This is an optimization exercise on Yosys and OpenROAD, whose aim is small area and a short achievable clock period, not a production implementation.
Function was checked by simulation only, so behaviour that the tests miss may differ from the original.
No activity file was given, so power comes from the tool's default toggle rates.

==> design.v <==
module frame_codec (
    input  wire        clk,
    input  wire        rst,           
    input  wire        cmd_valid,
    input  wire [7:0]  cmd_op,
    input  wire [7:0]  cmd_arg,       
    input  wire [63:0] cmd_value,     
    output reg         resp_valid,
    output reg  [7:0]  resp_status,
    output reg  [63:0] resp_data,
    output reg         pay_valid,
    output reg  [7:0]  pay_byte,
    output reg  [15:0] frm_version,
    output reg  [15:0] frm_flags,
    output reg  [63:0] frm_sequence,
    output reg  [63:0] frm_reserved
);
    localparam [63:0] MAX_PAYLOAD_CAP = 64'd4096;
    localparam [7:0] OP_CRC_INIT  = 8'h01;
    localparam [7:0] OP_CRC_BYTE  = 8'h02;
    localparam [7:0] OP_CRC_READ  = 8'h04;
    localparam [7:0] OP_RX_START  = 8'h30;
    localparam [7:0] OP_RX_BYTE   = 8'h31;
    localparam [7:0] OP_RX_EOS    = 8'h32;
    localparam [7:0] OP_CFG_READ  = 8'h40;
    localparam [7:0] OP_CFG_WRITE = 8'h41;
    localparam [7:0] ST_OK          = 8'h00;
    localparam [7:0] ST_NEED_MORE   = 8'h01;
    localparam [7:0] ST_HEADER_OK   = 8'h02;
    localparam [7:0] ST_FRAME       = 8'h03;
    localparam [7:0] ST_INV_HEADER  = 8'h10;
    localparam [7:0] ST_BAD_VERSION = 8'h11;
    localparam [7:0] ST_TOO_LARGE   = 8'h12;
    localparam [7:0] ST_CRC_MISMATCH= 8'h13;
    localparam [7:0] ST_CLOSED      = 8'h20;
    localparam [7:0] ST_ILLEGAL     = 8'h30;
    localparam [1:0] S_HEADER  = 2'd0;
    localparam [1:0] S_PAYLOAD = 2'd1;
    localparam [1:0] S_RESYNC  = 2'd2;
    localparam [1:0] S_CLOSED  = 2'd3;
    function [31:0] crc_step;
        input [31:0] acc;
        input [7:0]  b;
        integer k;
        reg [31:0] a;
        begin
            a = acc ^ {24'd0, b};
            for (k = 0; k < 8; k = k + 1)
                a = a[0] ? ((a >> 1) ^ 32'hEDB88320) : (a >> 1);
            crc_step = a;
        end
    endfunction
    reg [31:0] reg_magic;
    reg [15:0] reg_version;
    reg [63:0] reg_max_payload;
    reg [31:0] reg_crc_acc;
    reg [1:0]  rx_state;
    reg [287:0] rx_hdr;       
    reg [5:0]  rx_hdr_len;
    reg [63:0] rx_remain;
    reg [7:0]  rx_last_err;
    reg [31:0] rx_crc;        
    wire take = cmd_valid && !rst;
    wire [7:0] b = cmd_arg;
    wire [31:0] h_magic   = {rx_hdr[24 +: 8], rx_hdr[16 +: 8], rx_hdr[8 +: 8], rx_hdr[0 +: 8]};
    wire [15:0] h_version = {rx_hdr[40 +: 8], rx_hdr[32 +: 8]};
    wire [15:0] h_flags   = {rx_hdr[56 +: 8], rx_hdr[48 +: 8]};
    wire [63:0] h_seq     = {rx_hdr[120 +: 8], rx_hdr[112 +: 8], rx_hdr[104 +: 8], rx_hdr[96 +: 8],
                             rx_hdr[88 +: 8], rx_hdr[80 +: 8], rx_hdr[72 +: 8],  rx_hdr[64 +: 8]};
    wire [63:0] h_size    = {rx_hdr[184 +: 8], rx_hdr[176 +: 8], rx_hdr[168 +: 8], rx_hdr[160 +: 8],
                             rx_hdr[152 +: 8], rx_hdr[144 +: 8], rx_hdr[136 +: 8], rx_hdr[128 +: 8]};
    wire [63:0] h_resv    = {rx_hdr[248 +: 8], rx_hdr[240 +: 8], rx_hdr[232 +: 8], rx_hdr[224 +: 8],
                             rx_hdr[216 +: 8], rx_hdr[208 +: 8], rx_hdr[200 +: 8], rx_hdr[192 +: 8]};
    wire [31:0] h_crc_at36 = {b, rx_hdr[272 +: 8], rx_hdr[264 +: 8], rx_hdr[256 +: 8]};
    wire [31:0] h_crc     = {rx_hdr[280 +: 8], rx_hdr[272 +: 8], rx_hdr[264 +: 8], rx_hdr[256 +: 8]};
    wire [31:0] crc_hdr_end = crc_step(rx_crc, 8'h00) ^ 32'hFFFFFFFF;
    wire [31:0] crc_pay_end = crc_step(rx_crc, b) ^ 32'hFFFFFFFF;
    wire [7:0]  hdr_crc_byte = (rx_hdr_len >= 6'd32) ? 8'h00 : b;
    wire [31:0] window = {b, rx_hdr[16 +: 8], rx_hdr[8 +: 8], rx_hdr[0 +: 8]};
    wire [31:0] crc_window = crc_step(crc_step(crc_step(crc_step(32'hFFFFFFFF,
                                 rx_hdr[0 +: 8]), rx_hdr[8 +: 8]), rx_hdr[16 +: 8]), b);
    wire [63:0] status_view = {42'd0, rx_hdr_len, rx_last_err, 6'd0, rx_state};
    always @(posedge clk) begin
        if (rst) begin
            reg_magic       <= 32'h44535746;
            reg_version     <= 16'd1;
            reg_max_payload <= MAX_PAYLOAD_CAP;
            reg_crc_acc     <= 32'hFFFFFFFF;
            rx_state        <= S_HEADER;
            rx_hdr_len      <= 6'd0;
            rx_remain       <= 64'd0;
            rx_last_err     <= 8'h00;
            rx_crc          <= 32'hFFFFFFFF;
            resp_valid      <= 1'b0;
            resp_status     <= 8'h00;
            resp_data       <= 64'd0;
            pay_valid       <= 1'b0;
            pay_byte        <= 8'h00;
            frm_version     <= 16'd0;
            frm_flags       <= 16'd0;
            frm_sequence    <= 64'd0;
            frm_reserved    <= 64'd0;
            rx_hdr          <= 288'd0;
        end else begin
            resp_valid <= take;
            pay_valid  <= 1'b0;
            if (take) begin
                resp_data <= 64'd0;
                case (cmd_op)
                    OP_CRC_INIT: begin
                        reg_crc_acc <= 32'hFFFFFFFF;
                        resp_status <= ST_OK;
                    end
                    OP_CRC_BYTE: begin
                        reg_crc_acc <= crc_step(reg_crc_acc, b);
                        resp_status <= ST_OK;
                    end
                    OP_CRC_READ: begin
                        resp_status <= ST_OK;
                        resp_data   <= {32'd0, reg_crc_acc ^ 32'hFFFFFFFF};
                    end
                    OP_CFG_READ: begin
                        resp_status <= ST_OK;
                        case (cmd_arg)
                            8'h00: resp_data <= {32'd0, reg_magic};
                            8'h01: resp_data <= {48'd0, reg_version};
                            8'h02: resp_data <= reg_max_payload;
                            8'h03: resp_data <= {32'd0, reg_crc_acc};
                            8'h04: resp_data <= MAX_PAYLOAD_CAP;
                            8'h10: resp_data <= status_view;
                            8'h11: resp_data <= rx_remain;
                            default: resp_status <= ST_ILLEGAL;
                        endcase
                    end
                    OP_CFG_WRITE: begin
                        resp_status <= ST_OK;
                        case (cmd_arg)
                            8'h00: reg_magic   <= cmd_value[31:0];
                            8'h01: reg_version <= cmd_value[15:0];
                            8'h02: reg_max_payload <= (cmd_value > MAX_PAYLOAD_CAP) ?
                                                      MAX_PAYLOAD_CAP : cmd_value;
                            8'h03: reg_crc_acc <= cmd_value[31:0];
                            default: resp_status <= ST_ILLEGAL;
                        endcase
                    end
                    OP_RX_START: begin
                        rx_state    <= S_HEADER;
                        rx_hdr_len  <= 6'd0;
                        rx_remain   <= 64'd0;
                        rx_last_err <= 8'h00;
                        rx_crc      <= 32'hFFFFFFFF;
                        resp_status <= ST_OK;
                    end
                    OP_RX_EOS: begin
                        rx_state    <= S_CLOSED;
                        rx_hdr_len  <= 6'd0;
                        rx_remain   <= 64'd0;
                        rx_crc      <= 32'hFFFFFFFF;
                        resp_status <= ST_CLOSED;
                    end
                    OP_RX_BYTE: begin
                        case (rx_state)
                            S_CLOSED: begin
                                resp_status <= ST_CLOSED;
                            end
                            S_RESYNC: begin
                                resp_status <= ST_NEED_MORE;
                                if (rx_hdr_len == 6'd3) begin
                                    if (window == reg_magic) begin
                                        rx_hdr[24 +: 8]  <= b;
                                        rx_hdr_len <= 6'd4;
                                        rx_crc     <= crc_window;
                                        rx_state   <= S_HEADER;
                                    end else begin
                                        rx_hdr[0 +: 8] <= rx_hdr[8 +: 8];
                                        rx_hdr[8 +: 8] <= rx_hdr[16 +: 8];
                                        rx_hdr[16 +: 8] <= b;
                                    end
                                end else begin
                                    rx_hdr[8*rx_hdr_len +: 8] <= b;
                                    rx_hdr_len <= rx_hdr_len + 6'd1;
                                end
                            end
                            S_PAYLOAD: begin
                                pay_valid <= 1'b1;
                                pay_byte  <= b;
                                if (rx_remain > 64'd1) begin
                                    rx_remain   <= rx_remain - 64'd1;
                                    rx_crc      <= crc_step(rx_crc, b);
                                    resp_status <= ST_NEED_MORE;
                                end else begin
                                    rx_remain  <= 64'd0;
                                    rx_hdr_len <= 6'd0;
                                    rx_crc     <= 32'hFFFFFFFF;
                                    if (crc_pay_end == h_crc) begin
                                        rx_state     <= S_HEADER;
                                        resp_status  <= ST_FRAME;
                                        resp_data    <= h_size;
                                        frm_version  <= h_version;
                                        frm_flags    <= h_flags;
                                        frm_sequence <= h_seq;
                                        frm_reserved <= h_resv;
                                    end else begin
                                        rx_state    <= S_RESYNC;
                                        rx_last_err <= ST_CRC_MISMATCH;
                                        resp_status <= ST_CRC_MISMATCH;
                                    end
                                end
                            end
                            default: begin  
                                rx_hdr[8*rx_hdr_len +: 8] <= b;
                                if (rx_hdr_len != 6'd35) begin
                                    rx_hdr_len  <= rx_hdr_len + 6'd1;
                                    rx_crc      <= crc_step(rx_crc, hdr_crc_byte);
                                    resp_status <= ST_NEED_MORE;
                                end else if (h_magic != reg_magic) begin
                                    rx_hdr_len  <= 6'd0;
                                    rx_crc      <= 32'hFFFFFFFF;
                                    rx_state    <= S_RESYNC;
                                    rx_last_err <= ST_INV_HEADER;
                                    resp_status <= ST_INV_HEADER;
                                end else if (h_version > reg_version) begin
                                    rx_hdr_len  <= 6'd0;
                                    rx_crc      <= 32'hFFFFFFFF;
                                    rx_state    <= S_RESYNC;
                                    rx_last_err <= ST_BAD_VERSION;
                                    resp_status <= ST_BAD_VERSION;
                                end else if (h_size > reg_max_payload) begin
                                    rx_hdr_len  <= 6'd0;
                                    rx_crc      <= 32'hFFFFFFFF;
                                    rx_state    <= S_RESYNC;
                                    rx_last_err <= ST_TOO_LARGE;
                                    resp_status <= ST_TOO_LARGE;
                                end else if (h_size != 64'd0) begin
                                    rx_hdr_len   <= 6'd36;
                                    rx_crc       <= crc_step(rx_crc, 8'h00);
                                    rx_remain    <= h_size;
                                    rx_state     <= S_PAYLOAD;
                                    resp_status  <= ST_HEADER_OK;
                                    resp_data    <= h_size;
                                    frm_version  <= h_version;
                                    frm_flags    <= h_flags;
                                    frm_sequence <= h_seq;
                                    frm_reserved <= h_resv;
                                end else if (crc_hdr_end == h_crc_at36) begin
                                    rx_hdr_len   <= 6'd0;
                                    rx_crc       <= 32'hFFFFFFFF;
                                    rx_state     <= S_HEADER;
                                    resp_status  <= ST_FRAME;
                                    resp_data    <= 64'd0;
                                    frm_version  <= h_version;
                                    frm_flags    <= h_flags;
                                    frm_sequence <= h_seq;
                                    frm_reserved <= h_resv;
                                end else begin
                                    rx_hdr_len  <= 6'd0;
                                    rx_crc      <= 32'hFFFFFFFF;
                                    rx_state    <= S_RESYNC;
                                    rx_last_err <= ST_CRC_MISMATCH;
                                    resp_status <= ST_CRC_MISMATCH;
                                end
                            end
                        endcase
                    end
                    default: begin
                        resp_status <= ST_ILLEGAL;
                    end
                endcase
            end
        end
    end
endmodule
==> run.sh <==
#!/bin/bash
# synth_recipe.tcl (not shown) runs the flow's synth.tcl, then flattens the netlist and writes it again
# the make line also repeats each setting of config.mk as NAME=value (left out here)
make -C /OpenROAD-flow-scripts/flow DESIGN_CONFIG=/design/flow/config.mk WORK_HOME=/design/flow/orfs CLKGATE_MAP_FILE= SYNTH_SCRIPT=/design/flow/synth_recipe.tcl finish
==> config.mk <==
export PLATFORM = sky130hd
export DESIGN_NAME = frame_codec
export DESIGN_NICKNAME = frame_codec
export VERILOG_FILES = /design/flow/design.v
export SDC_FILE = /design/flow/constraint.sdc
export NUM_CORES = 4
export LEC_CHECK = 0
export CAP_MARGIN = 20
export CORE_MARGIN = 2
export CORE_UTILIZATION = 40
export SLEW_MARGIN = 20
==> constraint.sdc <==
create_clock -name core_clock -period 5.0 [get_ports {clk}]
set_input_delay 1.0000 -clock core_clock [delete_from_list [all_inputs] [get_ports {clk}]]
set_output_delay 1.0000 -clock core_clock [all_outputs]
set_load 0.01 [all_outputs]
==> impl_results.md <==
- Clock transition at path regs: 0.06 ns
- Static Leak: 0.0188 uW
- P&R area growth vs syn: 19.2%
- HP Class: reg -> reg
- Drt drc: 0
- VDD IR-drop max: 213 uV
- ANT nets after route: 0
- Synthesized instance count: 4957
- Post-synth top area cell: dfxtp_1
- Pre-Repair DR Iteration Count: 8
- Synth Flop Type: dfxtp_1
- Post-CTS Setup Inserts: 0
- Via-per-instance ratio: 5.85
- Period minus WS final: 4.61 ns
- HPWL after DPL: between 100000 and 150000 um
- Synth warn: 1
- Most common cell after layout, fill and taps aside: dfxtp_1
- WS Path Type: reg -> reg
- Max H-tree Level: 3
- Post-synth cell types: 87
- CTS max path bufs: 3
- FF-to-FF Start: rx_crc[5]
- NetSw: ~3500 uW
- Hold bufs inserted after CTS: 0
- Worst-skew pair later-pin latency: approximately 0.7 ns
- Startpoint Class: flop
- Arrival @ worst endpoint: 5.20 ns
- Number of enable flip-flop cells after synthesis: 0
- First DRT Iteration DRCs: a little under 4000
- Power Dens Cells: about 280 nW/um^2
- R2R setup slack: 0.39 ns
- Setup violators final: 0
- Ys async rst share: 0
- Core area: between 100000 and 150000 sq um
- Resize count post-CTS: 0
- Starting density of the core: 0.402
- Ranking of synthesized cells by area: dfxtp_1, xnor2_1, mux2i_1, nor2_1, a21oi_1
- Num rows: 119
- Fin nets: 5358
- Largest net degree at the start of global routing: 224
- Setup TNS Final: 0 ns
- Seq pwr share: 0.444
- Setup crit end kind: flop
- Wire per inst: 25.0 um
- Rel. slew slack: 0.149
- Root Buffer: clkbuf_16
- Total wire length: 166000 um
- First-pass GRT wire length: 246000 um
- Layout cells sized above 1: 0.0786
- Syn avg cell area: 8.51 sq um
- Cell internal pwr: 10400 uW
- Max-cap viol count: 0
- Die Height: 329 um
- GPL Wtd Cong: 0.977
- Fin. max-slew vios: 0
- Status: no timing/DRC/antenna violations
- Port Buffers: 320
- Most frequent cells in the layout: dfxtp_1, nor2_1, nand2_1
- Worst setup endpoint: rx_last_err[1]
- Clock Power Share: 0.468
- Worst-path fanout max: 10
- Worst Tran Pin Value: 1.28 ns
- Die area: 108000 sq um
- Remaining global-route overflow: 0
- TritonCTS clock tree: done
- Worst r2r dst: rx_last_err[1]
- Post-Syn Area: 42200 sq um
- Post-synth top area share: 0.369
- Peak Freq: ~0.22 GHz
- FF/Latch Area: 15600 sq um
- Via count: 38898
- I/O pin total: roughly 330
- Vias in the first global route: 36548
- Register area share after synthesis: 0.369
- Post-Route Utilization: 0.479
- Fillers: 10228
- Gr usage total: 0.298
- Final hold violation count: 0
- Worst Reg-to-Reg Cells: 10
- Clk_skew: between 0.03 and 0.04 ns
- CTS Buf Count: 86
- RSZ-0062 raised after global routing: no
- Switching part of the total: 0.254
- DIE WIDTH: 329 um
- Area occupied by multi-input gates: ~25000 sq um
- Synth Register Bits: 777
- Crit path launch: rx_crc[5]
- Final period util: 0.922
- CTS Sinks: ~780
- Comb power frac: 0.088
- Antenna violations before repair: 4
- Critical Path RT: 5.59 ns
[state kept, by name, summed over array words and instances, names as in the netlist, 8 cells and up]
register / count
frm_flags: 16
frm_reserved: 64
frm_sequence: 64
frm_version: 16
pay_byte: 8
reg_crc_acc: 32
reg_magic: 32
reg_max_payload: 64
reg_version: 16
resp_data: 64
rx_crc: 32
rx_hdr: 288
rx_remain: 64
[layout make-up]
cell class | count | share of cell area
antenna | 1 | 0.0000498
clock buffer | 125 | 0.0505
clock inverter | 31 | 0.00657
inverter | 114 | 0.00851
multi-input combinational | 3691 | 0.492
sequential | 777 | 0.309
tap | 1391 | 0.0346
timing repair buffer | 515 | 0.0984
[through the flow]
stage	power, uW	worst slack, ns	instance area, sq um	hold slack [ns]	instances
2_1_floorplan	7100	0.787	42200	0.437	4960
3_3_place_gp	7540	0.181	47400	0.441	6488
3_5_place_dp	7540	0.212	47400	0.449	6488
4_1_cts	14000	0.609	50300	0.457	6644
5_1_grt	14300	0.394	50300	0.474	6644
6_report	14000	0.389	50300	0.458	6645
[worst min-delay path by stage]
stage / to / startpoint / depth (start not counted)
6_report: rx_hdr[230] / rx_hdr[230] / 2
5_1_grt: rx_hdr[230] / rx_hdr[230] / 2
4_1_cts: rx_hdr[230] / rx_hdr[230] / 2
3_5_place_dp: rx_hdr[230] / rx_hdr[230] / 2
3_3_place_gp: pay_byte[5] / pay_byte[5] / 2
2_1_floorplan: rx_hdr[224] / rx_hdr[224] / 2
[Yosys cell counts, drive strengths merged (31+ instances only)]
master and number:
dfxtp 777, nor2 489, xnor2 407, nand2 396
a21oi 362, o21ai 355, clkbuf 304, mux2i 281
nand3 236, xor2 166, nor3 125, inv 111
ha 90, a21o 75, buf 74, nor4 63
a22oi 59, a211oi 57, o22ai 49, a22o 48
o211ai 43, xnor3 42, a221oi 41, nand4 34
or3 31
[worst max-delay path: stages, from the launching register on]
cell       delay, ns
dfxtp_1         0.82
xnor2_4         0.30
xnor2_4         0.60
xnor2_1         0.21
or3_1           0.38
or4_1           0.41
a2111o_1        0.39
o21ai_0         0.69
o31ai_1         0.29
o21ai_0         0.30
o2bb2ai_1       0.14
[per-layer routing]
metal | global-route usage | wire length, um | vias to the layer above
met5 | 0 | 74 | -
met1 | 0.417 | 72900 | 18904
met4 | 0.124 | 7370 | 6
met2 | 0.452 | 71800 | 1772
li1 | - | - | 17864
met3 | 0.0513 | 14100 | 352
[power groups by stage]
stage / combinational, uW / sequential (uW) / clock [uW]
finish: 1230 / 6200 / 6530
global route: 1290 / 6190 / 6820
CTS: 1210 / 6200 / 6610
detailed placement: 1200 / 6330 / 0
global placement: 1210 / 6330 / 0
floorplan: 765 / 6330 / 0
[kinds of logic after synthesis]
group | synth area share
and+or+nand+nor | 0.157
other | 0.0000889
xor gates and xnor gates | 0.154
adders and majority gates | 0.0267
muxes | 0.0667
AOI/OAI and AO/OA | 0.179
DFF | 0.369
buffers and inverters | 0.0480

separate check: timing with driven ports:
Ports are ideal in the flow. The routed layout listed here was re-timed in OpenROAD.
Step 1, drivers: a clkbuf_16 drives clk and a buf_2 each remaining input, both assumed.
Step 2 times the ports against the registers' clock, not the clock port: input delays grow and output delays shrink by t, the midpoint of the rising clock arrivals with the driver on.
Slacks: ideal ports / drivers / drivers and shift; pairs: ideal ports / drivers.
t (ns): 0.726
setup WS [ns]: 0.389 / 0.389 / -0.063
hold WS [ns]: 0.458 / 0.458 / 0.458
With both steps, setup timing fails in this run, where it was met with ideal ports. The setup slack of this run moves by 0.000 ns with the drivers and by -0.452 ns with both steps.
